Source: an optimization exercise on an open RTL-to-GDS flow (aim: small area and a short achievable clock period). Production flows keep margins and buffers that such runs may drop. Only simulation tests tie the RTL to the original design; equivalence was not proved. The clock port is modelled as an ideal driver; clocking choices that lean on that would not hold on a real chip.

==> design/flow/design.v <==
module fpfp_divrows #(
    parameter HI = 25,
    parameter LO = 0
) (
    input  wire [7:0]     r_in,     
    input  wire [HI:LO]   x,        
    input  wire [7:0]     inj,      
    input  wire [6:0]     t7,       
    output reg  [7:0]     r_out,
    output reg  [HI:LO]   q
);
    reg [7:0] r, rn;
    reg [6:0] z, zn, m;
    reg       c, xb, ssel;
    integer k, i;
    always @* begin
        r = r_in;
        for (i = 0; i < 7; i = i + 1) z[i] = ~|(r_in & ((8'd2 << i) - 8'd1));
        for (k = HI; k >= LO; k = k - 1) begin
            xb = x[k];
            c  = r[7] | ((r[6] | (xb & inj[7])) & (~z[5] | (xb & ~inj[7])));
            q[k] = c;
            for (i = 0; i < 7; i = i + 1)
                m[i] = c ? (~xb & t7[i] & ((i < 2) ? 1'b1 : z[(i < 2) ? 0 : i-2]))
                         : (xb & inj[i]);
            rn[0] = m[0];
            for (i = 1; i < 7; i = i + 1) rn[i] = r[i-1] ^ m[i];
            rn[7] = c ? (r[7] & xb) : (r[6] | (xb & inj[7]));
            ssel = xb ? (c & ~r[7]) : ~c;
            if (ssel)            zn = {z[5:0], 1'b1};
            else if (xb & c)     zn = 7'h7F;
            else                 zn = ~t7;
            r = rn; z = zn;
        end
        r_out = r;
    end
endmodule
module fpfp_divtail (
    input  wire [7:0] r_in,     
    input  wire [2:0] h,
    output wire [1:0] q,        
    output wire       nz        
);
    wire t1 = r_in > 8'd32;
    wire t2 = r_in > 8'd64;
    wire t3 = (r_in > 8'd96) & (h[2] | h[1]);
    assign q  = {t2, t3 | (t1 & ~t2)};
    assign nz = (|r_in) & (|h);
endmodule
module fpfp_divconst (
    input  wire [2:0] h,
    output wire [7:0] inj,
    output wire [6:0] t7
);
    genvar i;
    generate
        for (i = 0; i < 8; i = i + 1) begin : g_inj
            assign inj[i] = (h == 3'd7 - i);
        end
        for (i = 0; i < 7; i = i + 1) begin : g_t7
            assign t7[i] = (h >= 3'd7 - i);
        end
    endgenerate
endmodule
module fpfp_frac_fin (
    input  wire        s,
    input  wire [7:0]  e,
    input  wire [23:0] M,        
    input  wire [2:0]  h,
    input  wire        sub,
    input  wire [25:0] Z,        
    input  wire        nz,       
    output wire [31:0] y
);
    wire        e_ff   = &e;
    wire        fz     = ~|M[22:0];
    wire        t_nan  = e_ff & ~fz;
    wire        t_inf  = e_ff & fz;
    wire        t_zero = ~M[23] & fz;
    wire [3:0]  eh     = {1'b0, e[2:0]} + {1'b0, h};
    wire        ovf    = (&e[7:3]) & (eh >= 4'd7);        
    wire        e1     = ~|e[7:1];
    wire [6:0]  hm    = ~(7'h7F >> h);
    wire        caseA = e1 | (|(M[22:16] & hm));
    wire [24:0] zh    = caseA ? {1'b0, Z[25:3], 1'b0} : {Z[25:3], 2'b00};
    wire [24:0] Mc    = caseA ? {1'b0, M} : {M, 1'b0};
    wire [7:0]  ebase = e1 ? 8'd0 : (e - {6'd0, ~caseA, caseA});
    wire [24:0] ym     = Mc - zh;
    wire [30:0] fr_hi  = {ebase + {6'd0, ym[24:23]}, ym[22:0]};
    wire [27:0] fr_up  = fr_hi[30:3] + 28'd1;
    wire [27:0] fr_dn  = fr_hi[30:3] - 28'd1;
    wire [4:0]  fr_lo;
    fpfp_round_fr u_rfr (.i({caseA, Z[2:0], nz, M[0], ym[2:0]}), .o(fr_lo));
    wire [30:0] fr_mag = {fr_lo[4] ? fr_dn : (fr_lo[3] ? fr_up : fr_hi[30:3]), fr_lo[2:0]};
    wire [21:0] zh_up = zh[24:3] + 22'd1;
    wire [21:0] zh_dn = zh[24:3] - 22'd1;
    wire [4:0]  df_lo;
    fpfp_round_df u_rdf (.i({caseA, Z[4:0], nz, M[0]}), .o(df_lo));
    wire [24:0] diff = {df_lo[4] ? zh_dn : (df_lo[3] ? zh_up : zh[24:3]), df_lo[2:0]};
    wire [7:0]  elim = ebase;
    wire [2:0]  sh   = ((elim[7:3] == 5'd0) && (elim[2:0] < h)) ? elim[2:0] : h;
    wire [24:0] dn   = diff << sh;
    wire [7:0]  se0  = elim - {5'd0, sh};
    wire [7:0]  se1  = se0 + 8'd1;
    wire [7:0]  se2  = se0 + 8'd2;
    wire [30:0] sub_mag = {dn[24] ? se2 : (dn[23] ? se1 : se0), dn[22:0]};
    wire        dnz  = |diff;
    reg [31:0] fr, sb;
    always @* begin
        if (t_nan)       fr = 32'h7FC00000;
        else if (t_inf)  fr = {s, 8'hFF, 23'd0};
        else if (t_zero) fr = {s, 31'd0};
        else if (ovf)    fr = {s, 8'hFF, 23'd0};
        else             fr = {s, fr_mag};
        if (t_nan | t_inf) sb = 32'h7FC00000;
        else if (t_zero)   sb = 32'd0;
        else if (ovf)      sb = {~s, 8'hFF, 23'd0};
        else               sb = {s & dnz, sub_mag};
    end
    assign y = sub ? sb : fr;
endmodule
module fpfp_round_fr (
    input  wire [8:0] i,
    output reg  [4:0] o       
);
    always @* begin
        case (i)
            9'd0: o = 5'd0;
            9'd1: o = 5'd1;
            9'd2: o = 5'd2;
            9'd3: o = 5'd3;
            9'd4: o = 5'd4;
            9'd5: o = 5'd5;
            9'd6: o = 5'd6;
            9'd7: o = 5'd7;
            9'd8: o = 5'd0;
            9'd9: o = 5'd1;
            9'd10: o = 5'd2;
            9'd11: o = 5'd3;
            9'd12: o = 5'd4;
            9'd13: o = 5'd5;
            9'd14: o = 5'd6;
            9'd15: o = 5'd7;
            9'd16: o = 5'd0;
            9'd17: o = 5'd1;
            9'd18: o = 5'd2;
            9'd19: o = 5'd3;
            9'd20: o = 5'd4;
            9'd21: o = 5'd5;
            9'd22: o = 5'd6;
            9'd23: o = 5'd7;
            9'd24: o = 5'd0;
            9'd25: o = 5'd1;
            9'd26: o = 5'd2;
            9'd27: o = 5'd3;
            9'd28: o = 5'd4;
            9'd29: o = 5'd5;
            9'd30: o = 5'd6;
            9'd31: o = 5'd7;
            9'd32: o = 5'd0;
            9'd33: o = 5'd1;
            9'd34: o = 5'd2;
            9'd35: o = 5'd3;
            9'd36: o = 5'd4;
            9'd37: o = 5'd5;
            9'd38: o = 5'd6;
            9'd39: o = 5'd7;
            9'd40: o = 5'd0;
            9'd41: o = 5'd1;
            9'd42: o = 5'd2;
            9'd43: o = 5'd3;
            9'd44: o = 5'd4;
            9'd45: o = 5'd5;
            9'd46: o = 5'd6;
            9'd47: o = 5'd7;
            9'd48: o = 5'd23;
            9'd49: o = 5'd0;
            9'd50: o = 5'd1;
            9'd51: o = 5'd2;
            9'd52: o = 5'd3;
            9'd53: o = 5'd4;
            9'd54: o = 5'd5;
            9'd55: o = 5'd6;
            9'd56: o = 5'd23;
            9'd57: o = 5'd0;
            9'd58: o = 5'd1;
            9'd59: o = 5'd2;
            9'd60: o = 5'd3;
            9'd61: o = 5'd4;
            9'd62: o = 5'd5;
            9'd63: o = 5'd6;
            9'd64: o = 5'd23;
            9'd65: o = 5'd0;
            9'd66: o = 5'd1;
            9'd67: o = 5'd2;
            9'd68: o = 5'd3;
            9'd69: o = 5'd4;
            9'd70: o = 5'd5;
            9'd71: o = 5'd6;
            9'd72: o = 5'd23;
            9'd73: o = 5'd0;
            9'd74: o = 5'd1;
            9'd75: o = 5'd2;
            9'd76: o = 5'd3;
            9'd77: o = 5'd4;
            9'd78: o = 5'd5;
            9'd79: o = 5'd6;
            9'd80: o = 5'd23;
            9'd81: o = 5'd0;
            9'd82: o = 5'd1;
            9'd83: o = 5'd2;
            9'd84: o = 5'd3;
            9'd85: o = 5'd4;
            9'd86: o = 5'd5;
            9'd87: o = 5'd6;
            9'd88: o = 5'd23;
            9'd89: o = 5'd0;
            9'd90: o = 5'd1;
            9'd91: o = 5'd2;
            9'd92: o = 5'd3;
            9'd93: o = 5'd4;
            9'd94: o = 5'd5;
            9'd95: o = 5'd6;
            9'd96: o = 5'd22;
            9'd97: o = 5'd23;
            9'd98: o = 5'd0;
            9'd99: o = 5'd1;
            9'd100: o = 5'd2;
            9'd101: o = 5'd3;
            9'd102: o = 5'd4;
            9'd103: o = 5'd5;
            9'd104: o = 5'd22;
            9'd105: o = 5'd23;
            9'd106: o = 5'd0;
            9'd107: o = 5'd1;
            9'd108: o = 5'd2;
            9'd109: o = 5'd3;
            9'd110: o = 5'd4;
            9'd111: o = 5'd5;
            9'd112: o = 5'd22;
            9'd113: o = 5'd23;
            9'd114: o = 5'd0;
            9'd115: o = 5'd1;
            9'd116: o = 5'd2;
            9'd117: o = 5'd3;
            9'd118: o = 5'd4;
            9'd119: o = 5'd5;
            9'd120: o = 5'd22;
            9'd121: o = 5'd23;
            9'd122: o = 5'd0;
            9'd123: o = 5'd1;
            9'd124: o = 5'd2;
            9'd125: o = 5'd3;
            9'd126: o = 5'd4;
            9'd127: o = 5'd5;
            9'd128: o = 5'd22;
            9'd129: o = 5'd23;
            9'd130: o = 5'd0;
            9'd131: o = 5'd1;
            9'd132: o = 5'd2;
            9'd133: o = 5'd3;
            9'd134: o = 5'd4;
            9'd135: o = 5'd5;
            9'd136: o = 5'd22;
            9'd137: o = 5'd23;
            9'd138: o = 5'd0;
            9'd139: o = 5'd1;
            9'd140: o = 5'd2;
            9'd141: o = 5'd3;
            9'd142: o = 5'd4;
            9'd143: o = 5'd5;
            9'd144: o = 5'd22;
            9'd145: o = 5'd23;
            9'd146: o = 5'd0;
            9'd147: o = 5'd1;
            9'd148: o = 5'd2;
            9'd149: o = 5'd3;
            9'd150: o = 5'd4;
            9'd151: o = 5'd5;
            9'd152: o = 5'd22;
            9'd153: o = 5'd23;
            9'd154: o = 5'd0;
            9'd155: o = 5'd1;
            9'd156: o = 5'd2;
            9'd157: o = 5'd3;
            9'd158: o = 5'd4;
            9'd159: o = 5'd5;
            9'd160: o = 5'd22;
            9'd161: o = 5'd23;
            9'd162: o = 5'd0;
            9'd163: o = 5'd1;
            9'd164: o = 5'd2;
            9'd165: o = 5'd3;
            9'd166: o = 5'd4;
            9'd167: o = 5'd5;
            9'd168: o = 5'd22;
            9'd169: o = 5'd23;
            9'd170: o = 5'd0;
            9'd171: o = 5'd1;
            9'd172: o = 5'd2;
            9'd173: o = 5'd3;
            9'd174: o = 5'd4;
            9'd175: o = 5'd5;
            9'd176: o = 5'd21;
            9'd177: o = 5'd22;
            9'd178: o = 5'd23;
            9'd179: o = 5'd0;
            9'd180: o = 5'd1;
            9'd181: o = 5'd2;
            9'd182: o = 5'd3;
            9'd183: o = 5'd4;
            9'd184: o = 5'd21;
            9'd185: o = 5'd22;
            9'd186: o = 5'd23;
            9'd187: o = 5'd0;
            9'd188: o = 5'd1;
            9'd189: o = 5'd2;
            9'd190: o = 5'd3;
            9'd191: o = 5'd4;
            9'd192: o = 5'd21;
            9'd193: o = 5'd22;
            9'd194: o = 5'd23;
            9'd195: o = 5'd0;
            9'd196: o = 5'd1;
            9'd197: o = 5'd2;
            9'd198: o = 5'd3;
            9'd199: o = 5'd4;
            9'd200: o = 5'd21;
            9'd201: o = 5'd22;
            9'd202: o = 5'd23;
            9'd203: o = 5'd0;
            9'd204: o = 5'd1;
            9'd205: o = 5'd2;
            9'd206: o = 5'd3;
            9'd207: o = 5'd4;
            9'd208: o = 5'd21;
            9'd209: o = 5'd22;
            9'd210: o = 5'd23;
            9'd211: o = 5'd0;
            9'd212: o = 5'd1;
            9'd213: o = 5'd2;
            9'd214: o = 5'd3;
            9'd215: o = 5'd4;
            9'd216: o = 5'd21;
            9'd217: o = 5'd22;
            9'd218: o = 5'd23;
            9'd219: o = 5'd0;
            9'd220: o = 5'd1;
            9'd221: o = 5'd2;
            9'd222: o = 5'd3;
            9'd223: o = 5'd4;
            9'd224: o = 5'd20;
            9'd225: o = 5'd21;
            9'd226: o = 5'd22;
            9'd227: o = 5'd23;
            9'd228: o = 5'd0;
            9'd229: o = 5'd1;
            9'd230: o = 5'd2;
            9'd231: o = 5'd3;
            9'd232: o = 5'd20;
            9'd233: o = 5'd21;
            9'd234: o = 5'd22;
            9'd235: o = 5'd23;
            9'd236: o = 5'd0;
            9'd237: o = 5'd1;
            9'd238: o = 5'd2;
            9'd239: o = 5'd3;
            9'd240: o = 5'd20;
            9'd241: o = 5'd21;
            9'd242: o = 5'd22;
            9'd243: o = 5'd23;
            9'd244: o = 5'd0;
            9'd245: o = 5'd1;
            9'd246: o = 5'd2;
            9'd247: o = 5'd3;
            9'd248: o = 5'd20;
            9'd249: o = 5'd21;
            9'd250: o = 5'd22;
            9'd251: o = 5'd23;
            9'd252: o = 5'd0;
            9'd253: o = 5'd1;
            9'd254: o = 5'd2;
            9'd255: o = 5'd3;
            9'd256: o = 5'd0;
            9'd257: o = 5'd1;
            9'd258: o = 5'd2;
            9'd259: o = 5'd3;
            9'd260: o = 5'd4;
            9'd261: o = 5'd5;
            9'd262: o = 5'd6;
            9'd263: o = 5'd7;
            9'd264: o = 5'd0;
            9'd265: o = 5'd1;
            9'd266: o = 5'd2;
            9'd267: o = 5'd3;
            9'd268: o = 5'd4;
            9'd269: o = 5'd5;
            9'd270: o = 5'd6;
            9'd271: o = 5'd7;
            9'd272: o = 5'd0;
            9'd273: o = 5'd1;
            9'd274: o = 5'd2;
            9'd275: o = 5'd3;
            9'd276: o = 5'd4;
            9'd277: o = 5'd5;
            9'd278: o = 5'd6;
            9'd279: o = 5'd7;
            9'd280: o = 5'd0;
            9'd281: o = 5'd1;
            9'd282: o = 5'd2;
            9'd283: o = 5'd3;
            9'd284: o = 5'd4;
            9'd285: o = 5'd5;
            9'd286: o = 5'd6;
            9'd287: o = 5'd7;
            9'd288: o = 5'd0;
            9'd289: o = 5'd1;
            9'd290: o = 5'd2;
            9'd291: o = 5'd3;
            9'd292: o = 5'd4;
            9'd293: o = 5'd5;
            9'd294: o = 5'd6;
            9'd295: o = 5'd7;
            9'd296: o = 5'd0;
            9'd297: o = 5'd1;
            9'd298: o = 5'd2;
            9'd299: o = 5'd3;
            9'd300: o = 5'd4;
            9'd301: o = 5'd5;
            9'd302: o = 5'd6;
            9'd303: o = 5'd7;
            9'd304: o = 5'd0;
            9'd305: o = 5'd1;
            9'd306: o = 5'd2;
            9'd307: o = 5'd3;
            9'd308: o = 5'd4;
            9'd309: o = 5'd5;
            9'd310: o = 5'd6;
            9'd311: o = 5'd7;
            9'd312: o = 5'd0;
            9'd313: o = 5'd1;
            9'd314: o = 5'd2;
            9'd315: o = 5'd3;
            9'd316: o = 5'd4;
            9'd317: o = 5'd5;
            9'd318: o = 5'd6;
            9'd319: o = 5'd7;
            9'd320: o = 5'd0;
            9'd321: o = 5'd1;
            9'd322: o = 5'd2;
            9'd323: o = 5'd3;
            9'd324: o = 5'd4;
            9'd325: o = 5'd5;
            9'd326: o = 5'd6;
            9'd327: o = 5'd7;
            9'd328: o = 5'd23;
            9'd329: o = 5'd0;
            9'd330: o = 5'd1;
            9'd331: o = 5'd2;
            9'd332: o = 5'd3;
            9'd333: o = 5'd4;
            9'd334: o = 5'd5;
            9'd335: o = 5'd6;
            9'd336: o = 5'd23;
            9'd337: o = 5'd0;
            9'd338: o = 5'd1;
            9'd339: o = 5'd2;
            9'd340: o = 5'd3;
            9'd341: o = 5'd4;
            9'd342: o = 5'd5;
            9'd343: o = 5'd6;
            9'd344: o = 5'd23;
            9'd345: o = 5'd0;
            9'd346: o = 5'd1;
            9'd347: o = 5'd2;
            9'd348: o = 5'd3;
            9'd349: o = 5'd4;
            9'd350: o = 5'd5;
            9'd351: o = 5'd6;
            9'd352: o = 5'd23;
            9'd353: o = 5'd0;
            9'd354: o = 5'd1;
            9'd355: o = 5'd2;
            9'd356: o = 5'd3;
            9'd357: o = 5'd4;
            9'd358: o = 5'd5;
            9'd359: o = 5'd6;
            9'd360: o = 5'd23;
            9'd361: o = 5'd0;
            9'd362: o = 5'd1;
            9'd363: o = 5'd2;
            9'd364: o = 5'd3;
            9'd365: o = 5'd4;
            9'd366: o = 5'd5;
            9'd367: o = 5'd6;
            9'd368: o = 5'd23;
            9'd369: o = 5'd0;
            9'd370: o = 5'd1;
            9'd371: o = 5'd2;
            9'd372: o = 5'd3;
            9'd373: o = 5'd4;
            9'd374: o = 5'd5;
            9'd375: o = 5'd6;
            9'd376: o = 5'd23;
            9'd377: o = 5'd0;
            9'd378: o = 5'd1;
            9'd379: o = 5'd2;
            9'd380: o = 5'd3;
            9'd381: o = 5'd4;
            9'd382: o = 5'd5;
            9'd383: o = 5'd6;
            9'd384: o = 5'd23;
            9'd385: o = 5'd0;
            9'd386: o = 5'd1;
            9'd387: o = 5'd2;
            9'd388: o = 5'd3;
            9'd389: o = 5'd4;
            9'd390: o = 5'd5;
            9'd391: o = 5'd6;
            9'd392: o = 5'd23;
            9'd393: o = 5'd0;
            9'd394: o = 5'd1;
            9'd395: o = 5'd2;
            9'd396: o = 5'd3;
            9'd397: o = 5'd4;
            9'd398: o = 5'd5;
            9'd399: o = 5'd6;
            9'd400: o = 5'd23;
            9'd401: o = 5'd0;
            9'd402: o = 5'd1;
            9'd403: o = 5'd2;
            9'd404: o = 5'd3;
            9'd405: o = 5'd4;
            9'd406: o = 5'd5;
            9'd407: o = 5'd6;
            9'd408: o = 5'd23;
            9'd409: o = 5'd0;
            9'd410: o = 5'd1;
            9'd411: o = 5'd2;
            9'd412: o = 5'd3;
            9'd413: o = 5'd4;
            9'd414: o = 5'd5;
            9'd415: o = 5'd6;
            9'd416: o = 5'd23;
            9'd417: o = 5'd0;
            9'd418: o = 5'd1;
            9'd419: o = 5'd2;
            9'd420: o = 5'd3;
            9'd421: o = 5'd4;
            9'd422: o = 5'd5;
            9'd423: o = 5'd6;
            9'd424: o = 5'd23;
            9'd425: o = 5'd0;
            9'd426: o = 5'd1;
            9'd427: o = 5'd2;
            9'd428: o = 5'd3;
            9'd429: o = 5'd4;
            9'd430: o = 5'd5;
            9'd431: o = 5'd6;
            9'd432: o = 5'd23;
            9'd433: o = 5'd0;
            9'd434: o = 5'd1;
            9'd435: o = 5'd2;
            9'd436: o = 5'd3;
            9'd437: o = 5'd4;
            9'd438: o = 5'd5;
            9'd439: o = 5'd6;
            9'd440: o = 5'd23;
            9'd441: o = 5'd0;
            9'd442: o = 5'd1;
            9'd443: o = 5'd2;
            9'd444: o = 5'd3;
            9'd445: o = 5'd4;
            9'd446: o = 5'd5;
            9'd447: o = 5'd6;
            9'd448: o = 5'd22;
            9'd449: o = 5'd23;
            9'd450: o = 5'd0;
            9'd451: o = 5'd1;
            9'd452: o = 5'd2;
            9'd453: o = 5'd3;
            9'd454: o = 5'd4;
            9'd455: o = 5'd5;
            9'd456: o = 5'd23;
            9'd457: o = 5'd0;
            9'd458: o = 5'd1;
            9'd459: o = 5'd2;
            9'd460: o = 5'd3;
            9'd461: o = 5'd4;
            9'd462: o = 5'd5;
            9'd463: o = 5'd6;
            9'd464: o = 5'd22;
            9'd465: o = 5'd23;
            9'd466: o = 5'd0;
            9'd467: o = 5'd1;
            9'd468: o = 5'd2;
            9'd469: o = 5'd3;
            9'd470: o = 5'd4;
            9'd471: o = 5'd5;
            9'd472: o = 5'd22;
            9'd473: o = 5'd23;
            9'd474: o = 5'd0;
            9'd475: o = 5'd1;
            9'd476: o = 5'd2;
            9'd477: o = 5'd3;
            9'd478: o = 5'd4;
            9'd479: o = 5'd5;
            9'd480: o = 5'd22;
            9'd481: o = 5'd23;
            9'd482: o = 5'd0;
            9'd483: o = 5'd1;
            9'd484: o = 5'd2;
            9'd485: o = 5'd3;
            9'd486: o = 5'd4;
            9'd487: o = 5'd5;
            9'd488: o = 5'd22;
            9'd489: o = 5'd23;
            9'd490: o = 5'd0;
            9'd491: o = 5'd1;
            9'd492: o = 5'd2;
            9'd493: o = 5'd3;
            9'd494: o = 5'd4;
            9'd495: o = 5'd5;
            9'd496: o = 5'd22;
            9'd497: o = 5'd23;
            9'd498: o = 5'd0;
            9'd499: o = 5'd1;
            9'd500: o = 5'd2;
            9'd501: o = 5'd3;
            9'd502: o = 5'd4;
            9'd503: o = 5'd5;
            9'd504: o = 5'd22;
            9'd505: o = 5'd23;
            9'd506: o = 5'd0;
            9'd507: o = 5'd1;
            9'd508: o = 5'd2;
            9'd509: o = 5'd3;
            9'd510: o = 5'd4;
            9'd511: o = 5'd5;
            default: o = 5'd0;
        endcase
    end
endmodule
module fpfp_round_df (
    input  wire [7:0] i,
    output reg  [4:0] o       
);
    always @* begin
        case (i)
            8'd0: o = 5'd0;
            8'd1: o = 5'd0;
            8'd2: o = 5'd0;
            8'd3: o = 5'd0;
            8'd4: o = 5'd0;
            8'd5: o = 5'd0;
            8'd6: o = 5'd1;
            8'd7: o = 5'd1;
            8'd8: o = 5'd1;
            8'd9: o = 5'd1;
            8'd10: o = 5'd1;
            8'd11: o = 5'd1;
            8'd12: o = 5'd2;
            8'd13: o = 5'd2;
            8'd14: o = 5'd2;
            8'd15: o = 5'd2;
            8'd16: o = 5'd2;
            8'd17: o = 5'd2;
            8'd18: o = 5'd2;
            8'd19: o = 5'd2;
            8'd20: o = 5'd2;
            8'd21: o = 5'd2;
            8'd22: o = 5'd3;
            8'd23: o = 5'd3;
            8'd24: o = 5'd3;
            8'd25: o = 5'd3;
            8'd26: o = 5'd3;
            8'd27: o = 5'd3;
            8'd28: o = 5'd4;
            8'd29: o = 5'd4;
            8'd30: o = 5'd4;
            8'd31: o = 5'd4;
            8'd32: o = 5'd4;
            8'd33: o = 5'd4;
            8'd34: o = 5'd4;
            8'd35: o = 5'd4;
            8'd36: o = 5'd4;
            8'd37: o = 5'd4;
            8'd38: o = 5'd5;
            8'd39: o = 5'd5;
            8'd40: o = 5'd5;
            8'd41: o = 5'd5;
            8'd42: o = 5'd5;
            8'd43: o = 5'd5;
            8'd44: o = 5'd6;
            8'd45: o = 5'd6;
            8'd46: o = 5'd6;
            8'd47: o = 5'd6;
            8'd48: o = 5'd6;
            8'd49: o = 5'd6;
            8'd50: o = 5'd6;
            8'd51: o = 5'd6;
            8'd52: o = 5'd6;
            8'd53: o = 5'd6;
            8'd54: o = 5'd7;
            8'd55: o = 5'd7;
            8'd56: o = 5'd7;
            8'd57: o = 5'd7;
            8'd58: o = 5'd7;
            8'd59: o = 5'd7;
            8'd60: o = 5'd8;
            8'd61: o = 5'd8;
            8'd62: o = 5'd8;
            8'd63: o = 5'd8;
            8'd64: o = 5'd0;
            8'd65: o = 5'd0;
            8'd66: o = 5'd0;
            8'd67: o = 5'd0;
            8'd68: o = 5'd0;
            8'd69: o = 5'd0;
            8'd70: o = 5'd1;
            8'd71: o = 5'd1;
            8'd72: o = 5'd1;
            8'd73: o = 5'd1;
            8'd74: o = 5'd1;
            8'd75: o = 5'd1;
            8'd76: o = 5'd2;
            8'd77: o = 5'd2;
            8'd78: o = 5'd2;
            8'd79: o = 5'd2;
            8'd80: o = 5'd2;
            8'd81: o = 5'd2;
            8'd82: o = 5'd2;
            8'd83: o = 5'd2;
            8'd84: o = 5'd2;
            8'd85: o = 5'd2;
            8'd86: o = 5'd3;
            8'd87: o = 5'd3;
            8'd88: o = 5'd3;
            8'd89: o = 5'd3;
            8'd90: o = 5'd3;
            8'd91: o = 5'd3;
            8'd92: o = 5'd4;
            8'd93: o = 5'd4;
            8'd94: o = 5'd4;
            8'd95: o = 5'd4;
            8'd96: o = 5'd4;
            8'd97: o = 5'd4;
            8'd98: o = 5'd4;
            8'd99: o = 5'd4;
            8'd100: o = 5'd4;
            8'd101: o = 5'd4;
            8'd102: o = 5'd5;
            8'd103: o = 5'd5;
            8'd104: o = 5'd5;
            8'd105: o = 5'd5;
            8'd106: o = 5'd5;
            8'd107: o = 5'd5;
            8'd108: o = 5'd6;
            8'd109: o = 5'd6;
            8'd110: o = 5'd6;
            8'd111: o = 5'd6;
            8'd112: o = 5'd6;
            8'd113: o = 5'd6;
            8'd114: o = 5'd6;
            8'd115: o = 5'd6;
            8'd116: o = 5'd6;
            8'd117: o = 5'd6;
            8'd118: o = 5'd7;
            8'd119: o = 5'd7;
            8'd120: o = 5'd7;
            8'd121: o = 5'd7;
            8'd122: o = 5'd7;
            8'd123: o = 5'd7;
            8'd124: o = 5'd8;
            8'd125: o = 5'd8;
            8'd126: o = 5'd8;
            8'd127: o = 5'd8;
            8'd128: o = 5'd0;
            8'd129: o = 5'd0;
            8'd130: o = 5'd0;
            8'd131: o = 5'd0;
            8'd132: o = 5'd0;
            8'd133: o = 5'd0;
            8'd134: o = 5'd0;
            8'd135: o = 5'd0;
            8'd136: o = 5'd0;
            8'd137: o = 5'd1;
            8'd138: o = 5'd1;
            8'd139: o = 5'd1;
            8'd140: o = 5'd1;
            8'd141: o = 5'd1;
            8'd142: o = 5'd1;
            8'd143: o = 5'd1;
            8'd144: o = 5'd1;
            8'd145: o = 5'd1;
            8'd146: o = 5'd1;
            8'd147: o = 5'd1;
            8'd148: o = 5'd1;
            8'd149: o = 5'd1;
            8'd150: o = 5'd1;
            8'd151: o = 5'd1;
            8'd152: o = 5'd2;
            8'd153: o = 5'd1;
            8'd154: o = 5'd2;
            8'd155: o = 5'd2;
            8'd156: o = 5'd2;
            8'd157: o = 5'd2;
            8'd158: o = 5'd2;
            8'd159: o = 5'd2;
            8'd160: o = 5'd2;
            8'd161: o = 5'd2;
            8'd162: o = 5'd2;
            8'd163: o = 5'd2;
            8'd164: o = 5'd2;
            8'd165: o = 5'd2;
            8'd166: o = 5'd2;
            8'd167: o = 5'd2;
            8'd168: o = 5'd2;
            8'd169: o = 5'd3;
            8'd170: o = 5'd3;
            8'd171: o = 5'd3;
            8'd172: o = 5'd3;
            8'd173: o = 5'd3;
            8'd174: o = 5'd3;
            8'd175: o = 5'd3;
            8'd176: o = 5'd3;
            8'd177: o = 5'd3;
            8'd178: o = 5'd3;
            8'd179: o = 5'd3;
            8'd180: o = 5'd3;
            8'd181: o = 5'd3;
            8'd182: o = 5'd3;
            8'd183: o = 5'd3;
            8'd184: o = 5'd4;
            8'd185: o = 5'd3;
            8'd186: o = 5'd4;
            8'd187: o = 5'd4;
            8'd188: o = 5'd4;
            8'd189: o = 5'd4;
            8'd190: o = 5'd4;
            8'd191: o = 5'd4;
            8'd192: o = 5'd4;
            8'd193: o = 5'd4;
            8'd194: o = 5'd4;
            8'd195: o = 5'd4;
            8'd196: o = 5'd4;
            8'd197: o = 5'd4;
            8'd198: o = 5'd4;
            8'd199: o = 5'd4;
            8'd200: o = 5'd4;
            8'd201: o = 5'd5;
            8'd202: o = 5'd5;
            8'd203: o = 5'd5;
            8'd204: o = 5'd5;
            8'd205: o = 5'd5;
            8'd206: o = 5'd5;
            8'd207: o = 5'd5;
            8'd208: o = 5'd5;
            8'd209: o = 5'd5;
            8'd210: o = 5'd5;
            8'd211: o = 5'd5;
            8'd212: o = 5'd5;
            8'd213: o = 5'd5;
            8'd214: o = 5'd5;
            8'd215: o = 5'd5;
            8'd216: o = 5'd6;
            8'd217: o = 5'd5;
            8'd218: o = 5'd6;
            8'd219: o = 5'd6;
            8'd220: o = 5'd6;
            8'd221: o = 5'd6;
            8'd222: o = 5'd6;
            8'd223: o = 5'd6;
            8'd224: o = 5'd6;
            8'd225: o = 5'd6;
            8'd226: o = 5'd6;
            8'd227: o = 5'd6;
            8'd228: o = 5'd6;
            8'd229: o = 5'd6;
            8'd230: o = 5'd6;
            8'd231: o = 5'd6;
            8'd232: o = 5'd6;
            8'd233: o = 5'd7;
            8'd234: o = 5'd7;
            8'd235: o = 5'd7;
            8'd236: o = 5'd7;
            8'd237: o = 5'd7;
            8'd238: o = 5'd7;
            8'd239: o = 5'd7;
            8'd240: o = 5'd7;
            8'd241: o = 5'd7;
            8'd242: o = 5'd7;
            8'd243: o = 5'd7;
            8'd244: o = 5'd7;
            8'd245: o = 5'd7;
            8'd246: o = 5'd7;
            8'd247: o = 5'd7;
            8'd248: o = 5'd8;
            8'd249: o = 5'd7;
            8'd250: o = 5'd8;
            8'd251: o = 5'd8;
            8'd252: o = 5'd8;
            8'd253: o = 5'd8;
            8'd254: o = 5'd8;
            8'd255: o = 5'd8;
            default: o = 5'd0;
        endcase
    end
endmodule
module fixed_point_field_packer #(
    parameter W_REGION = 4
) (
    input  wire                clk,
    input  wire                rst,           
    input  wire                req_valid,
    input  wire [31:0]         cmd,
    input  wire [63:0]         a,
    input  wire [63:0]         b,
    input  wire [63:0]         f_pt,
    input  wire [63:0]         f_eta,
    input  wire [63:0]         f_phi,
    input  wire [63:0]         f_hoe,
    input  wire [63:0]         f_hoeflag,
    input  wire [63:0]         f_iso,
    input  wire [63:0]         f_isoflag,
    input  wire [63:0]         f_fb,
    input  wire [63:0]         f_timing,
    input  wire [63:0]         f_shapeflag,
    input  wire [63:0]         f_brems,
    input  wire [W_REGION-1:0] f_region,
    output reg                 rsp_valid,
    output reg                 o_illegal,
    output wire [63:0]         o_word,
    output wire [W_REGION-1:0] o_region,
    output wire [64:0]         o_ival,
    output reg                 o_sign,
    output wire [63:0]         o_mag,
    output wire                o_ok,
    output wire [31:0]         o_fval,
    output wire [11:0]         d_pt,
    output wire [31:0]         d_ptfloat,
    output wire [15:0]         d_eta,
    output wire [15:0]         d_phi,
    output wire [15:0]         d_etatc,
    output wire [15:0]         d_phitc,
    output wire                d_etasign,
    output wire                d_phisign,
    output wire [6:0]          d_etamag,
    output wire [5:0]          d_phimag,
    output wire [3:0]          d_hoe,
    output wire [1:0]          d_hoeflag,
    output wire [2:0]          d_iso,
    output wire [1:0]          d_isoflag,
    output wire [5:0]          d_fb,
    output wire [4:0]          d_timing,
    output wire [1:0]          d_shapeflag,
    output wire [1:0]          d_brems,
    output wire                d_isostandalone,
    output wire                d_isoloosetrack,
    output wire                d_shapestandalone,
    output wire                d_shapeloosetrack,
    output wire [W_REGION-1:0] d_region,
    output wire [31:0]         e_hwpt,
    output wire [15:0]         e_hweta,
    output wire [15:0]         e_hwphi,
    output wire                e_isembigger,
    output wire [2:0]          e_hoecode,
    output wire [31:0]         e_hwempt
);
    localparam KDIV = 8;    
    localparam OP_EXTU  = 5'h00, OP_EXTSM = 5'h01, OP_EXTTC = 5'h02,
               OP_PACKU = 5'h03, OP_SMENC = 5'h04, OP_SMDEC = 5'h05,
               OP_ENCPF = 5'h08, OP_ENCV1 = 5'h09, OP_ENCV2 = 5'h0A,
               OP_ENCV3 = 5'h0B, OP_DECPF = 5'h0C, OP_DECV1 = 5'h0D,
               OP_DECV2 = 5'h0E, OP_DECV3 = 5'h0F, OP_CHKPF = 5'h10,
               OP_CHKV1 = 5'h11, OP_CHKV2 = 5'h12, OP_CHKV3 = 5'h13,
               OP_ZERO  = 5'h14, OP_FRAC  = 5'h18, OP_SPLIT = 5'h19,
               OP_EMUEM = 5'h1A, OP_EMUHD = 5'h1B;
    wire [4:0] op  = cmd[4:0];
    wire [5:0] off = cmd[10:5];
    wire [6:0] wid = cmd[17:11];
    wire [5:0] sbp = cmd[23:18];
    wire [7:0] rsv = cmd[31:24];
    wire [7:0] ow  = {2'b00, off} + {1'b0, wid};
    reg legal;
    always @* begin
        if (rsv != 8'd0) legal = 1'b0;
        else case (op)
            OP_EXTU, OP_PACKU:
                legal = (sbp == 6'd0) && (ow <= 8'd64);
            OP_EXTTC:
                legal = (sbp == 6'd0) && (ow <= 8'd64) && (wid != 7'd0);
            OP_EXTSM:
                legal = (ow <= 8'd64) && !((sbp >= off) && ({2'b00, sbp} < ow));
            OP_SMENC, OP_SMDEC:
                legal = (off == 6'd0) && (sbp == 6'd0) && (wid <= 7'd64);
            OP_ENCPF, OP_ENCV1, OP_ENCV2, OP_ENCV3,
            OP_DECPF, OP_DECV1, OP_DECV2, OP_DECV3,
            OP_CHKPF, OP_CHKV1, OP_CHKV2, OP_CHKV3,
            OP_ZERO, OP_FRAC, OP_SPLIT, OP_EMUEM, OP_EMUHD:
                legal = (cmd[23:5] == 19'd0);
            default:
                legal = 1'b0;
        endcase
    end
    wire is_extsm = (op == OP_EXTSM);
    wire is_exttc = (op == OP_EXTTC);
    wire is_pack  = (op == OP_PACKU);
    wire is_smenc = (op == OP_SMENC);
    wire is_smdec = (op == OP_SMDEC);
    wire is_enc   = (op[4:2] == 3'b010);
    wire is_dec   = (op[4:2] == 3'b011);
    wire is_emu   = (op[4:1] == 4'b1101);
    wire keep_a   = is_dec | (op[4] & (op[3:2] != 2'b01));    
    wire [7:0]  mn    = is_pack ? {1'b0, wid} : (keep_a ? 8'd64 : ow);
    wire       m_all = |mn[7:6];
    reg [7:0]  m_hi, m_heq, m_lo;
    reg [63:0] mask;
    integer t;
    always @* begin
        for (t = 0; t < 8; t = t + 1) begin
            m_hi[t]  = m_all | (mn[5:3] > t[2:0]);
            m_heq[t] = ~m_all & (mn[5:3] == t[2:0]);
            m_lo[t]  = mn[2:0] > t[2:0];
        end
        for (t = 0; t < 64; t = t + 1)
            mask[t] = m_hi[t/8] | (m_heq[t/8] & m_lo[t%8]);
    end
    wire [63:0] am    = a & mask;
    wire [5:0]  bidx  = is_extsm ? sbp : (ow[5:0] - 6'd1);
    wire        bsel  = a[bidx];                    
    wire        inv   = is_extsm ? ~bsel :
                        is_smdec ? ~b[0] :
                        is_smenc ? (a[63] & (|am)) : 1'b0;
    wire        fill  = is_exttc ? bsel : (inv & ~is_smenc);
    wire        inc   = inv;
    wire        eta_pos = !f_eta[63] && (f_eta != 64'd0);
    wire [6:0]  eta_abs = f_eta[63] ? (7'd0 - f_eta[6:0]) : f_eta[6:0];
    wire        phi_pos = !f_phi[63] && (f_phi != 64'd0);
    wire [5:0]  phi_abs = f_phi[63] ? (6'd0 - f_phi[5:0]) : f_phi[5:0];
    wire [63:0] enc_pf = {34'd0, f_hoe[3:0], f_phi[6:0], f_eta[6:0], f_pt[11:0]};
    wire [63:0] enc_v1 = {12'd0, f_brems[1:0], f_shapeflag[1:0], f_timing[4:0],
                          f_fb[5:0], f_isoflag[1:0], f_iso[2:0], f_hoeflag[1:0],
                          f_hoe[3:0], f_phi[6:0], f_eta[6:0], f_pt[11:0]};
    wire [63:0] enc_v3 = {11'd0, f_brems[1:0], f_shapeflag[1:0], f_timing[4:0],
                          f_fb[5:0], f_isoflag[1:0], f_iso[2:0], f_hoeflag[1:0],
                          f_hoe[3:0], phi_pos, phi_abs, eta_pos, eta_abs,
                          f_pt[11:0]};
    wire [63:0] enc_w  = (op[1:0] == 2'b00) ? enc_pf :
                         (op[1:0] == 2'b11) ? enc_v3 : enc_v1;
    reg [63:0] pre;
    integer i;
    always @* begin
        for (i = 0; i < 64; i = i + 1) begin
            if (is_enc)       pre[i] = enc_w[63-i];
            else if (is_pack) pre[i] = am[63-i];
            else              pre[i] = mask[i] ? (a[i] ^ inv) : fill;
        end
    end
    wire [127:0] shx = {{64{fill}}, pre} >> off;
    reg [3:0]  pmsb;
    integer j;
    always @* begin
        pmsb = 4'd0;
        for (j = 0; j < 12; j = j + 1)
            if (a[j]) pmsb = j[3:0];
    end
    wire [11:0] pnrm = a[11:0] << (4'd11 - pmsb);
    wire [63:0] a_in = {(is_dec | is_emu) ? pnrm[10:0] : shx[63:53], shx[52:0]};
    wire [2:0]  fh   = op[1] ? a[30:28] : (op[0] ? b[3:1] : b[2:0]);
    wire        fsub = op[1] ? ~a[27] : (op[0] & ~b[0]);
    wire [23:0] fm   = op[1] ? {|a[11:0], pnrm[10:0], 12'd0} : {|a[30:23], a[22:0]};
    wire [7:0]  inj_p;
    wire [6:0]  t7_p;
    fpfp_divconst u_dc_p (.h(fh), .inj(inj_p), .t7(t7_p));
    wire [7:0]  r_p;
    wire [25:KDIV] q_p;
    wire [25:0] x_p = {fm, 2'b00};
    fpfp_divrows #(.HI(25), .LO(KDIV)) u_rows_p (
        .r_in(8'd0), .x(x_p[25:KDIV]), .inj(inj_p), .t7(t7_p),
        .r_out(r_p), .q(q_p)
    );
    reg [63:0]     A;
    reg            r_fill, r_inc;
    reg [1:0]      r_op;
    reg [W_REGION-1:0] r_region;
    reg [2:0]      r_h;
    reg            r_sub;
    reg [7:0]      r_rem;
    reg [25:KDIV]  r_q;
    always @(posedge clk) begin
        if (rst) rsp_valid <= 1'b0;
        else     rsp_valid <= req_valid;
    end
    always @(posedge clk) begin
        o_illegal <= !legal;
        o_sign    <= !a[63] && (a != 64'd0);
        A         <= a_in;
        r_fill    <= fill;
        r_inc     <= inc;
        r_op      <= op[1:0];
        r_region  <= f_region;
        r_h       <= fh;
        r_sub     <= fsub;
        r_rem     <= r_p;
        r_q       <= q_p;
    end
    genvar g;
    generate
        for (g = 0; g < 64; g = g + 1) begin : g_rev
            assign o_word[g] = A[63-g];
        end
    endgenerate
    reg [7:0]  byte_ones;
    reg [8:0]  byte_c;
    reg [64:0] ival;
    reg        run;
    integer u, v;
    always @* begin
        for (u = 0; u < 8; u = u + 1) byte_ones[u] = &A[8*u +: 8];
        byte_c[0] = r_inc;
        for (u = 0; u < 8; u = u + 1) byte_c[u+1] = byte_c[u] & byte_ones[u];
        for (u = 0; u < 8; u = u + 1) begin
            run = byte_c[u];
            for (v = 0; v < 8; v = v + 1) begin
                ival[8*u+v] = A[8*u+v] ^ run;
                run = run & A[8*u+v];
            end
        end
        ival[64] = r_fill ^ byte_c[8];
    end
    assign o_ival   = ival;
    assign o_mag    = o_ival[63:0];
    assign o_region = r_region;
    assign d_region = r_region;
    wire r_v3 = (r_op == 2'b11);
    wire r_v2 = (r_op == 2'b10);
    wire r_pf = (r_op == 2'b00);
    assign o_ok = (A[63:52] == 12'd0) && (!r_pf || (A[51:31] == 21'd0));
    reg [3:0] qmsb;
    integer m;
    always @* begin
        qmsb = 4'd0;
        for (m = 0; m < 12; m = m + 1)
            if (A[m]) qmsb = m[3:0];
    end
    wire        pt_nz  = |A[11:0];
    wire [7:0]  pt_exp = pt_nz ? (8'd126 + {4'd0, qmsb}) : 8'd0;
    wire [31:0] ptf    = {1'b0, pt_exp, A[63:53], 12'd0};
    wire [6:0]  eta_m  = A[18:12];
    wire [5:0]  phi_m  = A[25:20];
    wire [15:0] v3_eta = A[19] ? {9'd0, eta_m} : (16'd0 - {9'd0, eta_m});
    wire [15:0] v3_phi = A[26] ? {10'd0, phi_m} : (16'd0 - {10'd0, phi_m});
    assign d_pt      = A[11:0];
    assign d_ptfloat = ptf;
    assign d_eta     = r_v3 ? v3_eta :
                       r_v2 ? {8'd0, A[19:12]} : {9'd0, A[18:12]};
    assign d_phi     = r_v3 ? v3_phi :
                       r_pf ? {{9{A[25]}}, A[25:19]} : {9'd0, A[25:19]};
    assign d_etatc   = r_v2 ? {{8{A[19]}}, A[19:12]} : {{9{A[18]}}, A[18:12]};
    assign d_phitc   = {{9{A[25]}}, A[25:19]};
    assign d_etasign = A[19];
    assign d_phisign = A[26];
    assign d_etamag  = A[18:12];
    assign d_phimag  = A[25:20];
    assign d_hoe       = r_v3 ? A[30:27] : A[29:26];
    assign d_hoeflag   = r_v3 ? A[32:31] : A[31:30];
    assign d_iso       = r_v3 ? A[35:33] : A[34:32];
    assign d_isoflag   = r_v3 ? A[37:36] : A[36:35];
    assign d_fb        = r_v3 ? A[43:38] : A[42:37];
    assign d_timing    = r_v3 ? A[48:44] : A[47:43];
    assign d_shapeflag = r_v3 ? A[50:49] : A[49:48];
    assign d_brems     = r_v3 ? A[52:51] : A[51:50];
    assign d_isostandalone   = d_isoflag[0];
    assign d_isoloosetrack   = d_isoflag[1];
    assign d_shapestandalone = d_shapeflag[0];
    assign d_shapeloosetrack = d_shapeflag[1];
    assign e_hwpt       = ptf;
    assign e_hweta      = {v3_eta[13:0], 2'b00};
    assign e_hwphi      = {v3_phi[13:0], 2'b00};
    assign e_isembigger = A[27];
    assign e_hoecode    = A[30:28];
    wire        f_emu = r_op[1];
    wire [23:0] fm_q  = f_emu ? {pt_nz, A[63:53], 12'd0} : {|A[30:23], A[22:0]};
    wire [7:0]  fe_q  = f_emu ? pt_exp : A[30:23];
    wire        fs_q  = ~f_emu & A[31];
    wire [7:0]  inj_q;
    wire [6:0]  t7_q;
    fpfp_divconst u_dc_q (.h(r_h), .inj(inj_q), .t7(t7_q));
    wire [7:0]  r_f;
    wire [25:0] zq;
    wire [25:0] x_q = {fm_q, 2'b00};
    fpfp_divrows #(.HI(KDIV-1), .LO(2)) u_rows_q (
        .r_in(r_rem), .x(x_q[KDIV-1:2]), .inj(inj_q), .t7(t7_q),
        .r_out(r_f), .q(zq[KDIV-1:2])
    );
    wire        f_nz;
    fpfp_divtail u_tail (.r_in(r_f), .h(r_h), .q(zq[1:0]), .nz(f_nz));
    assign zq[25:KDIV] = r_q;
    wire [31:0] fr_y;
    fpfp_frac_fin u_fin (
        .s(fs_q), .e(fe_q), .M(fm_q), .h(r_h), .sub(r_sub),
        .Z(zq), .nz(f_nz), .y(fr_y)
    );
    assign o_fval   = fr_y;
    assign e_hwempt = fr_y;
endmodule
==> design/flow/flow/run.sh <==
#!/bin/bash
# Own layout flow: the standard flow, except
#  - technology mapping by ABC without its blanket up-sizing (flow/abc_area.script),
#  - the smallest buffer cell on the input and output ports,
#  - timing repair aiming at a shorter period than the clock's, so that only
#    the critical paths get larger cells.
# Each tool's output goes to a log of its own in this folder.
set -euo pipefail
here=$(pwd)
margin=132
rm -rf "$here/scripts_own"
cp -r "$FLOW_HOME/scripts" "$here/scripts_own"
cp "$here/flow/abc_area.script" "$here/scripts_own/abc_area.script"
bash standard.sh SCRIPTS_DIR="$here/scripts_own" synth > "$here/synth.log" 2>&1
bash standard.sh "BUFFER_PORTS_ARGS=-buffer_cell sky130_fd_sc_hd__buf_1" \
    "SETUP_SLACK_MARGIN=$margin" "PRE_CTS_TCL=$here/flow/pre_cts.tcl" "POST_CTS_TCL=$here/flow/post_cts.tcl" finish > "$here/layout.log" 2>&1
==> design/flow/flow/abc_area.script <==
strash
ifraig
scorr
dc2
strash
dch -f
map -B 0.9
topo
stime -c
==> design/flow/flow/post_cts.tcl <==
set_max_fanout 10000 [current_design]
==> design/flow/flow/pre_cts.tcl <==
set_max_fanout 8 [current_design]
==> design/flow/standard.sh <==
#!/bin/bash
# synth_recipe.tcl (not shown) runs the flow's synth.tcl, then flattens the netlist and writes it again
# the make line also repeats each setting of config.mk as NAME=value (left out here)
make -C /OpenROAD-flow-scripts/flow DESIGN_CONFIG=/design/flow/config.mk WORK_HOME=/design/flow/orfs CLKGATE_MAP_FILE= SYNTH_SCRIPT=/design/flow/synth_recipe.tcl "${@:-finish}"
==> design/flow/config.mk <==
export PLATFORM = sky130hd
export DESIGN_NAME = fixed_point_field_packer
export DESIGN_NICKNAME = fixed_point_field_packer
export VERILOG_FILES = /design/flow/design.v
export SDC_FILE = /design/flow/constraint.sdc
export NUM_CORES = 4
export LEC_CHECK = 0
export ABC_AREA = 1
export CAP_MARGIN = 20
export CORE_AREA = 2.3 2.72 431.02 429.76
export DIE_AREA = 0 0 433.33 433.33
export PLACE_DENSITY = 0.35
export SLEW_MARGIN = 20
export TNS_END_PERCENT = 20
==> design/flow/constraint.sdc <==
create_clock -name core_clock -period 180.0 [get_ports {clk}]
set_input_delay 36.0000 -clock core_clock [delete_from_list [all_inputs] [get_ports {clk}]]
set_output_delay 36.0000 -clock core_clock [all_outputs]
set_load 0.01 [all_outputs]
==> results of run 1 <==
[worst min path at each step]
stage / start / end / slack (ns) / cells past startpoint
final: f_region[1] / r_region[1]$_DFF_P_ / 35.62 / 1
after global routing: f_region[2] / r_region[2]$_DFF_P_ / 35.61 / 1
after detailed placement: f_region[0] / r_region[0]$_DFF_P_ / 36.09 / 1
after global placement: f_region[2] / r_region[2]$_DFF_P_ / 36.10 / 1
after floorplan: cmd[0] / r_op[0]$_DFF_P_ / 36.03 / 0
[cells by family after synthesis]
kind of cell | Yosys count | synth area share (%)
DFF | 105 | 7.85
and+or+nand+nor | 2301 | 36.0
other | 1 | 0.0140
AOI/OAI and AO/OA | 1272 | 27.5
buffers and inverters | 904 | 16.3
xor gates and xnor gates | 164 | 5.36
muxes | 19 | 0.710
adders and majority gates | 132 | 6.33
[routing by layer]
metal | GRT usage, % | vias to the layer above | share of wire, %
met2 | 34.9 | 1550 | 47
li1 | - | 18111 | -
met5 | 0.677 | - | 0.093
met3 | 2.36 | 341 | 5.0
met4 | 14.6 | 4 | 7.8
met1 | 24.4 | 17540 | 40
[registers in the layout (all words and copies together) (netlist names)]
| signal | count |
|---|---|
| A | 64 |
| r_q | 18 |
| r_rem | 8 |
| r_region | 4 |
| r_h | 3 |
| r_op | 2 |
| o_illegal | 1 |
| o_sign | 1 |
| r_fill | 1 |
| r_inc | 1 |
| r_sub | 1 |
| rsp_valid | 1 |
[through the flow]
stage	util [%]	std cells
global placement	17.4	7992
global route	18.7	8122
floorplan	-	4928
detailed placement	17.4	7992
finish	18.7	8128
[cell usage in the layout, fill, tap and decap left out, types with 62 or more instances in the layout]
master,Yosys,routed
o211ai_1,85,85
clkinv_1,646,609
dfxtp_1,105,103
a21oi_1,188,182
o21ai_0,707,678
ha_1,126,124
nor3_1,66,62
nand2_1,1304,1218
nand3_1,349,322
nand4_1,89,89
buf_1,0,716
buf_4,258,208
nor2_1,400,373
xor2_1,125,123
[final cells by class]
type | count | area [sq um] | share of cell area (%)
Multi-Input combinational cell | 3920 | 21500 | 62.6
Timing Repair Buffer | 952 | 4620 | 13.5
Tap cell | 2464 | 3080 | 8.99
Inverter | 646 | 2510 | 7.33
Sequential cell | 105 | 2100 | 6.14
Clock buffer | 24 | 452 | 1.32
Antenna cell | 17 | 42.5 | 0.124
[critical path: cells and delay by family (launching register included)]
family          cells  cell delay (ns)
xor+xnor            3             0.54
compound gates     20             2.79
buf+inv            12             1.69
simple gates       46             5.31
flops               1             0.29
==> results.toml, run 1 <==
[drt]
wl_microns = 203000
drt-initial-drc-count = 3323
dr.pass1.iters = 6
vias = 37546
remaining_drc_errors = 0
via_per_inst = 4.62
ant_nets = 0
routedWlPerCell_microns = 25.0

[setup_path]
endpoint = "o_fval[29]"
crit_required_ns = 144.00
end_kind = "primary output"
crit_type = "flop to primary output"
start_kind = "flop"
cpMostUsedCell = "nand2_1"
critical-path-max-stage-delay_ns = 0.29
startpoint = "r_h[2]$_DFF_P_"
arrival_ns = 11.13
crit_fanout = 10
crit_path_top_delay_cell = "dfxtp_1"

[sta]
rsz0062_at_grt = "yes"
tightest_slew_ns = 1.12
max_freq_mhz = 21.2
hold_viol = 0
setup_slack_ns = 132.88
finalSetupTns_ns = 0
period_share_pct = 26.2
whs_ns = 35.62
setup_violations = 0
min_period_ns = 47.13
finalMaxSlewViolations = 0
relSlewSlack_pct = 24.8

[synthesis]
synthTopCellsByCount = "nand2_1, o21ai_0, clkinv_1"
yosysUniqueCellTypes = 49
syn_avg_cell_area_sq_um = 5.47
postSynthCellCount = 4898
synth_top_area_share_pct = 18.3
ys.flop_type = "dfxtp_1"
synth_top_area_cell = "nand2_1"
ys_top_cells_by_area = "nand2_1, o21ai_0, clkinv_1"
synth_edf_count = 0
synthMostInstantiatedCell = "nand2_1"
async_flop_share_pct = 0
ys_seq_elements = 105
syn_area_sq_mm = 0.0268
yosysWarnings = 6
ys_seq_area_share_pct = 7.85

[place]
post-place-ws_ns = 126.57
dp_hpwl_microns = 169000
port_buffers = 732
gp_congestion = 0.947
place_area_sq_mm = 0.0318

[floorplan]
core_region_area_sq_mm = 0.183
rows = 157
die_w_microns = 433
die_area_sq_mm = 0.188
initial_utilization_pct = 14.6
ios = 1361
die_h_microns = 433

[global_routing]
globalRouteTotalUtil_pct = 20.7
grt_max_degree = 75
antenna_found_initial = 57
grt_overflow = 0
grt_pass1_vias = 34304
grt_pass1_wl_microns = 274000

[cts]
clock-sinks = 105
clk_pin_slew_worst_paths_ns = 0.06
cts_tree = "yes"

[cells_and_area]
final_area_sq_mm = 0.0343
fillers = 21726
num-nets-final = 6645
area_growth_syn_to_layout_pct = 27.9
drive_gt1_share_pct = 9.03

[worst_hold_path]
holdCritPathClass = "primary input to flop"

[status]
status = "timing/DRC/antenna clean"

[flow_run]
maxCapViolCount = 0
==> run 2: changes to the inputs <==
--- a/design/flow/design.v
+++ b/design/flow/design.v
@@ -967,7 +967,7 @@
     output wire [2:0]          e_hoecode,
     output wire [31:0]         e_hwempt
 );
-    localparam KDIV = 8;    
+    localparam KDIV = 9;    
     localparam OP_EXTU  = 5'h00, OP_EXTSM = 5'h01, OP_EXTTC = 5'h02,
                OP_PACKU = 5'h03, OP_SMENC = 5'h04, OP_SMDEC = 5'h05,
                OP_ENCPF = 5'h08, OP_ENCV1 = 5'h09, OP_ENCV2 = 5'h0A,
--- a/design/flow/flow/run.sh
+++ b/design/flow/flow/run.sh
@@ -7,7 +7,7 @@
 # Each tool's output goes to a log of its own in this folder.
 set -euo pipefail
 here=$(pwd)
-margin=132
+margin=130
 rm -rf "$here/scripts_own"
 cp -r "$FLOW_HOME/scripts" "$here/scripts_own"
 cp "$here/flow/abc_area.script" "$here/scripts_own/abc_area.script"
==> run 2 against run 1 <==
  * Hold slack better by 0.0091 ns
  * Largest cell class unchanged
  * Sequential share of layout area grew 0.19 points
==> results.toml, run 2 <==
[synthesis]
ys.flop_type = "dfxtp_1"
synthMostInstantiatedCell = "nand2_1"
synth_top_area_cell = "nand2_1"
yosysWarnings = 6
yosysUniqueCellTypes = 48
ys_top_cells_by_area = "nand2_1, o21ai_0, clkinv_1"
ys_seq_area_share_pct = 7.78
postSynthCellCount = 4913
syn_avg_cell_area_sq_um = 5.45
synthTopCellsByCount = "nand2_1, o21ai_0, clkinv_1"
synth_top_area_share_pct = 18.1
syn_area_sq_mm = 0.0268
synth_edf_count = 0
ys_seq_elements = 104
async_flop_share_pct = 0

[global_routing]
globalRouteTotalUtil_pct = 20.7
grt_overflow = 0
grt_max_degree = 88
grt_use_met1_pct = 24.8
antenna_found_initial = 46
grt_pass1_vias = 34146
use_met2_pct = 34.6
busiest_layer = "met2"
met3_usage_pct = 3.82
grt_pass1_wl_microns = 273000

[cells_and_area]
largest_reg_flops = 64
final_area_sq_mm = 0.0329
num-nets-final = 6580
layout_common_cells = "nand2_1, buf_1, o21ai_0, clkinv_1, nor2_1"
regMostFlops = "A"
final-seq-area_sq_mm = 0.00208
drive_gt1_share_pct = 5.66
area_growth_syn_to_layout_pct = 23.0
multiInputGateArea_sq_mm = 0.0209
mostFrequentLayoutCell = "nand2_1"
fillers = 21808
top_regs = "A: 64 flops, r_q: 17 flops, r_rem: 8 flops"

[setup_path]
critical-path-max-stage-delay_ns = 0.46
path_delay_family = "simple AND/OR/NAND/NOR gates"
arrival_ns = 12.94
crit_fanout = 17
start_kind = "flop"
path_buf_inv = 17
cpMostUsedCell = "nand2_1"
crit_path_top_delay_cell = "fa_1"
crit_type = "flop to primary output"
end_kind = "primary output"
crit_required_ns = 144.00

[place]
gp_congestion = 0.935
post-place-ws_ns = 127.47
dp_hpwl_microns = 171000
place_area_sq_mm = 0.0317
port_buffers = 732

[drt]
routedWlPerCell_microns = 25.1
drt-initial-drc-count = 3245
wl_microns = 203000
dr.pass1.iters = 6
via_per_inst = 4.62
vias = 37306
remaining_drc_errors = 0
ant_nets = 0

[sta]
rsz0062_at_grt = "yes"
period_share_pct = 27.2
setup_slack_ns = 131.06
hold_viol = 0
tightest_slew_ns = 1.10
setup_violations = 0
min_period_ns = 48.94
finalMaxSlewViolations = 0
max_freq_mhz = 20.4
finalSetupTns_ns = 0
relSlewSlack_pct = 26.7

[status]
status = "timing/DRC/antenna clean"

[worst_hold_path]
worstHoldPathCells = 1
holdCritPathClass = "primary input to flop"
worstHoldStart = "f_region[2]"
holdPathEnd = "r_region[2]$_DFF_P_"

[floorplan]
die_area_sq_mm = 0.188
die_w_microns = 433
die_h_microns = 433
core_region_area_sq_mm = 0.183
initial_utilization_pct = 14.6
rows = 157
ios = 1361

[cts]
clock-sinks = 104
clk_pin_slew_worst_paths_ns = 0.08
cts_tree = "yes"

[flow_run]
maxCapViolCount = 0
[run 2: changes by cell type in the layout (fill, tap and decap cells not counted), moves of 10 or more]
cell,previous run,this run
buf_4,208,132
clkinv_1,609,623
nand2_1,1218,1244
nand2_2,42,32
nand2_4,44,16
nand3_1,322,348
nand3_2,22,4
nand4_1,89,69
nor2_1,373,413
nor2_4,15,5
o21ai_0,678,718
o21bai_1,10,22
o221ai_1,38,19
[run 2: how the worst max path moves through the flow]
stage | to | startpoint | slack [ns] | cells past startpoint
floorplan | r_rem[5]$_DFF_P_ | cmd[0] | 130.72 | 100
global placement | e_hwempt[30] | r_h[2]$_DFF_P_ | 127.54 | 83
detailed placement | e_hwempt[30] | r_h[2]$_DFF_P_ | 127.47 | 83
global route | o_fval[27] | r_h[2]$_DFF_P_ | 129.93 | 90
finish | o_fval[29] | r_h[2]$_DFF_P_ | 131.06 | 88
[run 2: logic make-up (layout without fill, tap and decap cells)]
logic type      Yosys count  count (layout)  share of synthesized area [%]
buf+inv                 902            1542                           16.3
flops                   104             104                           7.78
xor+xnor                160             160                           5.24
other cells               1              51                         0.0140
compound gates         1294            1294                           27.9
simple gates           2305            2305                           35.9
mux                      15              15                          0.561
fa+ha+maj               132             132                           6.34
[run 2: metal layers]
metal / vias to the layer above / routed length [microns]
met5: - / 269
met4: 14 / 11800
met3: 284 / 12400
met2: 1534 / 95900
met1: 17510 / 82200
li1: 17964 / -
[run 2: area by class of cell]
cell class	instances	area share, %
antenna	20	0.152
sequential	104	6.33
multi-input combinational	3937	63.5
clock buffer	25	1.38
tap	2464	9.37
timing repair buffer	873	11.8
inverter	644	7.48
[run 2: stage by stage]
step           hold WS, ns  utilization [%]  std cells
3_5_place_dp         36.10             17.3       7998
6_report             35.63             18.0       8067
3_3_place_gp         36.10             17.3       7998
5_1_grt              35.61             18.0       8059
2_1_floorplan        36.03                -       4943
==> run 3: changes to the inputs <==
--- a/design/flow/design.v
+++ b/design/flow/design.v
@@ -967,7 +967,7 @@
     output wire [2:0]          e_hoecode,
     output wire [31:0]         e_hwempt
 );
-    localparam KDIV = 9;    
+    localparam KDIV = 8;    
     localparam OP_EXTU  = 5'h00, OP_EXTSM = 5'h01, OP_EXTTC = 5'h02,
                OP_PACKU = 5'h03, OP_SMENC = 5'h04, OP_SMDEC = 5'h05,
                OP_ENCPF = 5'h08, OP_ENCV1 = 5'h09, OP_ENCV2 = 5'h0A,
--- a/design/flow/flow/run.sh
+++ b/design/flow/flow/run.sh
@@ -7,7 +7,7 @@
 # Each tool's output goes to a log of its own in this folder.
 set -euo pipefail
 here=$(pwd)
-margin=130
+margin=128
 rm -rf "$here/scripts_own"
 cp -r "$FLOW_HOME/scripts" "$here/scripts_own"
 cp "$here/flow/abc_area.script" "$here/scripts_own/abc_area.script"
==> design/flow/flow/abc_area.script (replaced) <==
strash
ifraig
scorr
dc2
strash
&get -n
&dch -f
&nf
&put
topo
stime -c
==> run 3 against run 2 <==
  * Routed wire length shrank 6.3%
  * Synthesized cell count shrank 22%
  * Via count shrank 8.8%
  * Hold slack lost 0.0016 ns
  * Sequential cell count grew 1
  * Non-clock buffer count grew 77
  * Sequential share of layout area grew 0.074 points
  * Largest cell class unchanged
==> results.toml, run 3 <==
[setup_path]
critical-path-max-stage-delay_ns = 0.48
start_kind = "primary input"
crit_type = "primary input to flop"
crit_path_top_delay_cell = "or4_4"
arrival_ns = 51.79
path_delay_family = "compound AO/OA/AOI/OAI gates"
end_kind = "flop"
path_buf_inv = 9
crit_fanout = 8
crit_required_ns = 180.32

[synthesis]
ys_top_cells_by_area = "mux2i_1, a21oi_1, dfxtp_1"
ys_seq_area_share_pct = 8.19
syn_area_sq_mm = 0.0257
synth_top_area_cell = "mux2i_1"
synthMostInstantiatedCell = "nand2_1"
syn_avg_cell_area_sq_um = 6.72
postSynthCellCount = 3821
yosysWarnings = 6
async_flop_share_pct = 0
synth_top_area_share_pct = 8.39
ys.flop_type = "dfxtp_1"
ys_seq_elements = 105
synth_edf_count = 0
yosysUniqueCellTypes = 72
synthTopCellsByCount = "nand2_1, a21oi_1, o21ai_0"

[place]
gp_congestion = 0.937
port_buffers = 732
dpl.cell_count = 6939
dp_hpwl_microns = 153000

[cts]
cts_tree = "yes"
clk_pin_slew_worst_paths_ns = 0.06
clock-sinks = 105

[floorplan]
die_h_microns = 433
die_area_sq_mm = 0.188
rows = 157
core_region_area_sq_mm = 0.183
die_w_microns = 433
ios = 1361
initial_utilization_pct = 14.0

[sta]
setup_violations = 0
min_period_ns = 51.47
finalMaxSlewViolations = 0
hold_viol = 0
finalSetupTns_ns = 0
whs_ns = 35.63
period_share_pct = 28.6
relSlewSlack_pct = 11.3
rsz0062_at_grt = "no"
tightest_slew_ns = 1.32
max_freq_mhz = 19.4

[drt]
wl_microns = 190000
drt-initial-drc-count = 3014
remaining_drc_errors = 0
dr.pass1.iters = 6
routedWlPerCell_microns = 26.9
vias = 34031
via_per_inst = 4.83
ant_nets = 0

[status]
status = "timing/DRC/antenna clean"

[cells_and_area]
largest_reg_flops = 64
regMostFlops = "A"
post-route-util_pct = 18.0
layout_common_cells = "buf_1, nand2_1, a21oi_1, o21ai_0, nor2_1"
num-nets-final = 5566
mostFrequentLayoutCell = "buf_1"
area_growth_syn_to_layout_pct = 28.4
drive_gt1_share_pct = 9.30
fin_cells = 7042
top_regs = "A: 64 flops, r_q: 18 flops, r_rem: 8 flops"

[global_routing]
globalRouteTotalUtil_pct = 19.2
grt_pass1_wl_microns = 255000
grt_overflow = 0
antenna_found_initial = 19
grt_max_degree = 78
grt_pass1_vias = 31196

[worst_hold_path]
holdCritPathClass = "primary input to flop"

[flow_run]
maxCapViolCount = 0
## run 3: cell count changes in the layout (fill, tap and decap cells not counted), moves of 102 or more
cell      previous run  this run
nand2_1           1244       498
a21oi_1            181       407
clkinv_1           623        91
o21ai_0            718       360
mux2i_1             15       210
nand3_1            348        84
xnor2_1             35       137
## run 3: final cells by class
cell class / count / area (sq um)
timing repair buffer: 950 / 4480
multi-input combinational: 3385 / 22400
clock buffer: 24 / 452
inverter: 104 / 424
fill: 21287 / 150000
antenna: 10 / 25.0
tap: 2464 / 3080
sequential: 105 / 2110
## run 3: logic make-up (layout without fill, tap and decap cells)
logic type      Yosys count  after routing  synth area share [%]
buf+inv                 362           1078                  9.07
xor+xnor                268            268                  9.15
simple gates           1333           1334                  23.4
other cells               1             41                0.0146
mux                     262            262                  10.7
flops                   105            105                  8.19
fa+ha+maj               132            132                  6.61
compound gates         1358           1358                  32.8
## run 3: final timing paths
check,start,endpoint,slack (ns),cells past startpoint
max,a[2],r_rem[3]$_DFF_P_,128.53,74
min,f_region[3],r_region[3]$_DFF_P_,35.63,1
## run 3: through the flow
stage / setup WS, ns / area, sq um
floorplan: 128.02 / 25800
global placement: 122.63 / 30900
detailed placement: 122.54 / 30900
global route: 127.88 / 32900
finish: 128.53 / 32900
## run 3: metal layers
metal / up-vias / share of wire [%] / track usage, %
met5: - / 0.16 / 1.09
met4: 8 / 4.6 / 8.17
met3: 238 / 6.9 / 3.32
met2: 1643 / 46 / 31.4
met1: 16540 / 42 / 24.6
li1: 15602 / - / -

what the ideal ports hide:
The results above use ideal ports. As a check the final layouts listed here were re-extracted and re-timed, cells and wires unchanged.
Step 1: set_driving_cell puts a clkbuf_16 on clk and a buf_2 on each other input, an assumption about the parent block.
Step 2, shift: input delay + t, output delay - t, t = (earliest + latest rising clock arrival at the registers) / 2. This alone moves slack from input paths to output paths.
Slacks: ideal / step 1 / step 2; pairs: ideal / step 1.
run | t, ns | setup slack, ns | slew at the worst register clock pin (ns)
run 1 | 0.530 | 132.875 / 132.819 / 132.412 | 0.08 / 0.08
run 2 | 0.532 | 131.057 / 130.989 / 130.935 | 0.08 / 0.08
run 3 | 0.504 | 128.531 / 128.556 / 128.053 | 0.08 / 0.08
After both steps setup and hold are still met in every run listed. The setup slack of run 3, which loses most, moves by +0.025 ns with the drivers and by -0.478 ns with both steps.
